Background: an optimization exercise with open tools, aiming at small area. Do not read the settings as production practice. The RTL was checked by simulation tests, not by an equivalence proof against the original design. Power is estimated from default activity; no workload was simulated.

## rcl57_scan_engine
module rcl57_scan_engine (
    input  wire        clk,
    input  wire        rst,           
    input  wire        tick,          
    input  wire        host_we,       
    input  wire [7:0]  host_addr,
    input  wire [7:0]  host_wdata,
    output reg  [7:0]  host_rdata,    
    input  wire [4:0]  col_in,        
    output reg  [7:0]  seg_en,        
    output wire [15:0] drv_sr,        
    output wire [15:0] drv_out,       
    output reg         ddl,           
    output wire        trate          
);
==> flow/config.mk <==
export PLATFORM = sky130hd
export DESIGN_NAME = rcl57_scan_engine
export DESIGN_NICKNAME = rcl57_scan_engine
export VERILOG_FILES = /design/flow/design.v
export SDC_FILE = /design/flow/constraint.sdc
export NUM_CORES = 4
export LEC_CHECK = 0
export CAP_MARGIN = 20
export CORE_MARGIN = 2
export CORE_UTILIZATION = 45
export PLACE_DENSITY = 0.6
export SLEW_MARGIN = 20
==> flow/constraint.sdc <==
create_clock -name core_clock -period 10.0 [get_ports {clk}]
set_input_delay 2.0000 -clock core_clock [delete_from_list [all_inputs] [get_ports {clk}]]
set_output_delay 2.0000 -clock core_clock [all_outputs]
set_load 0.01 [all_outputs]
standard.sh (not shown) runs the stock make flow with config.mk's settings and CLKGATE_MAP_FILE= SYNTH_SCRIPT=/design/flow/synth_recipe.tcl, a recipe that flattens the netlist after the stock synthesis.
==> flow/flow/run.sh <==
#!/bin/bash
# Own flow: the standard layout (standard.sh, ORFS from synthesis to the final layout),
# with one change: Yosys's technology mapping runs ABC with an area-oriented script
# (flow/abc.script) instead of ORFS's. Everything else, registers and their names included,
# is the standard synthesis: ORFS's synth.tcl under synth_recipe.tcl.
# The ports get buf_1 buffers, and the clock tree is built of clkbuf_8 without dummy loads.
set -euo pipefail
W=$(pwd)
[[ -f "$W/standard.sh" && -f "$W/synth_recipe.tcl" ]]

# ORFS's synth.tcl with only its abc script replaced
sed 's|^  log_cmd abc {\*}\$abc_args$|  log_cmd abc {*}[lreplace $abc_args 1 1 $::env(OWN_ABC_SCRIPT)]|' \
    "$FLOW_HOME/scripts/synth.tcl" > "$W/own_synth_core.tcl"
grep -q 'OWN_ABC_SCRIPT' "$W/own_synth_core.tcl"
# The standard flow's synthesis script, sourcing that copy
sed 's|^source \$::env(SCRIPTS_DIR)/synth.tcl$|source $::env(OWN_SYNTH_CORE)|' \
    "$W/synth_recipe.tcl" > "$W/own_synth.tcl"
grep -q 'OWN_SYNTH_CORE' "$W/own_synth.tcl"

export OWN_ABC_SCRIPT="$W/flow/abc.script"
export OWN_SYNTH_CORE="$W/own_synth_core.tcl"
bash "$W/standard.sh" SYNTH_SCRIPT="$W/own_synth.tcl" \
    "BUFFER_PORTS_ARGS=-buffer_cell sky130_fd_sc_hd__buf_1" \
    "CTS_ARGS=-sink_clustering_enable -repair_clock_nets -buf_list sky130_fd_sc_hd__clkbuf_8 -sink_clustering_size 15 -sink_clustering_max_diameter 50 -dont_use_dummy_load" \
    finish > "$W/standard_flow.log" 2>&1
==> flow/flow/abc.script <==
strash
&get -n
&deepsyn -T 200
&put
dch
map -a
topo
Change:
- CORE_UTILIZATION: 45 -> 60
- GPL_TIMING_DRIVEN: not set -> 0
- PLACE_DENSITY: 0.6 -> 0.7
=> The changed run went through all stages and came out clean. Via count is about the same. Hold slack is about the same. First-iteration DRC count rose by 10%. Synthesized cell count stays the same. Global-route usage rose by 5.8 points. Sequential power stays flat. Die area fell by 25%. Worst setup slack got worse by 0.97 ns.
Change:
--- a/flow/flow/run.sh
+++ b/flow/flow/run.sh
@@ -4,5 +4,5 @@
 # (flow/abc.script) instead of ORFS's. Everything else, registers and their names included,
 # is the standard synthesis: ORFS's synth.tcl under synth_recipe.tcl.
-# The ports get buf_1 buffers, and the clock tree is built of clkbuf_8 without dummy loads.
+# The ports get buf_1 buffers, and the clock tree is built of clkbuf_16 without dummy loads.
 set -euo pipefail
 W=$(pwd)
@@ -22,4 +22,4 @@
 bash "$W/standard.sh" SYNTH_SCRIPT="$W/own_synth.tcl" \
     "BUFFER_PORTS_ARGS=-buffer_cell sky130_fd_sc_hd__buf_1" \
-    "CTS_ARGS=-sink_clustering_enable -repair_clock_nets -buf_list sky130_fd_sc_hd__clkbuf_8 -sink_clustering_size 15 -sink_clustering_max_diameter 50 -dont_use_dummy_load" \
+    "CTS_ARGS=-sink_clustering_enable -repair_clock_nets -buf_list sky130_fd_sc_hd__clkbuf_16 -sink_clustering_size 30 -sink_clustering_max_diameter 80 -dont_use_dummy_load" \
     finish > "$W/standard_flow.log" 2>&1
- GPL_TIMING_DRIVEN: 0 -> not set
What happened: Clock power rises by a few percent. Clock-buffer cell count shrinks by 15. Total power grows slightly. Register-to-register slack gets better by 0.70 ns. Sequential share of layout area went up by 0.37 points.
Change:
--- a/flow/flow/run.sh
+++ b/flow/flow/run.sh
@@ -4,5 +4,5 @@
 # (flow/abc.script) instead of ORFS's. Everything else, registers and their names included,
 # is the standard synthesis: ORFS's synth.tcl under synth_recipe.tcl.
-# The ports get buf_1 buffers, and the clock tree is built of clkbuf_16 without dummy loads.
+# The ports get buf_1 buffers, and the clock tree is built of clkbuf_8 without dummy loads.
 set -euo pipefail
 W=$(pwd)
@@ -22,4 +22,4 @@
 bash "$W/standard.sh" SYNTH_SCRIPT="$W/own_synth.tcl" \
     "BUFFER_PORTS_ARGS=-buffer_cell sky130_fd_sc_hd__buf_1" \
-    "CTS_ARGS=-sink_clustering_enable -repair_clock_nets -buf_list sky130_fd_sc_hd__clkbuf_16 -sink_clustering_size 30 -sink_clustering_max_diameter 80 -dont_use_dummy_load" \
+    "CTS_ARGS=-sink_clustering_enable -repair_clock_nets -buf_list sky130_fd_sc_hd__clkbuf_8 -sink_clustering_size 15 -sink_clustering_max_diameter 50 -dont_use_dummy_load" \
     finish > "$W/standard_flow.log" 2>&1
Effect:
- worst setup slack improves by 0.070 ns
- clock power drops by about 2%
- combinational power hardly moves
Change:
- CAP_MARGIN: 20 -> 10
- SLEW_MARGIN: 20 -> 10
=> The new run finished clean. Setup slack improved by 0.086 ns. Die area is unchanged. Final cell count is about the same. Via count hardly moves. Power is higher by 0.32%. Design area is about the same.

afterwards: timing with drivers on the ports:
In the flow no input, the clock included, has a driving cell. The finished layouts below were timed again as built, in two steps. Step 1 sets driving cells, clkbuf_16 on the clock port and buf_2 on the other inputs (assumed; they add their load-dependent delay and slew). Step 2 moves the port delays by t, midway between the first and last clock arrival at a register: inputs arrive t later, outputs are due t later. That takes back most of the time a late clock gives input paths. Three values: ideal ports, drivers, drivers and shift; two values: the first two.
| run | shift t [ns] | slack for setup (ns) | latest minus earliest clock arrival (ns) | worst data-port slew with drivers (ns) | pins driven straight from the clock port |
|---|---|---|---|---|---|
| the first run | 0.652 | 2.287 / 2.320 / 1.668 | 0.109 / 0.109 | 0.04 | 1 |
| the second run | 0.637 | 1.320 / 1.344 / 0.706 | 0.045 / 0.045 | 0.03 | 1 |
| the third run | 0.563 | 2.140 / 2.172 / 1.609 | 0.056 / 0.056 | 0.04 | 1 |
| the fourth run | 0.665 | 2.210 / 2.244 / 1.579 | 0.056 / 0.056 | 0.04 | 1 |
| the fifth run | 0.662 | 2.296 / 2.329 / 1.666 | 0.069 / 0.069 | 0.04 | 1 |
After both steps every run listed still meets setup and hold. The setup slack of the fourth run, which loses most, moves by +0.034 ns with the drivers and by -0.631 ns with both steps.
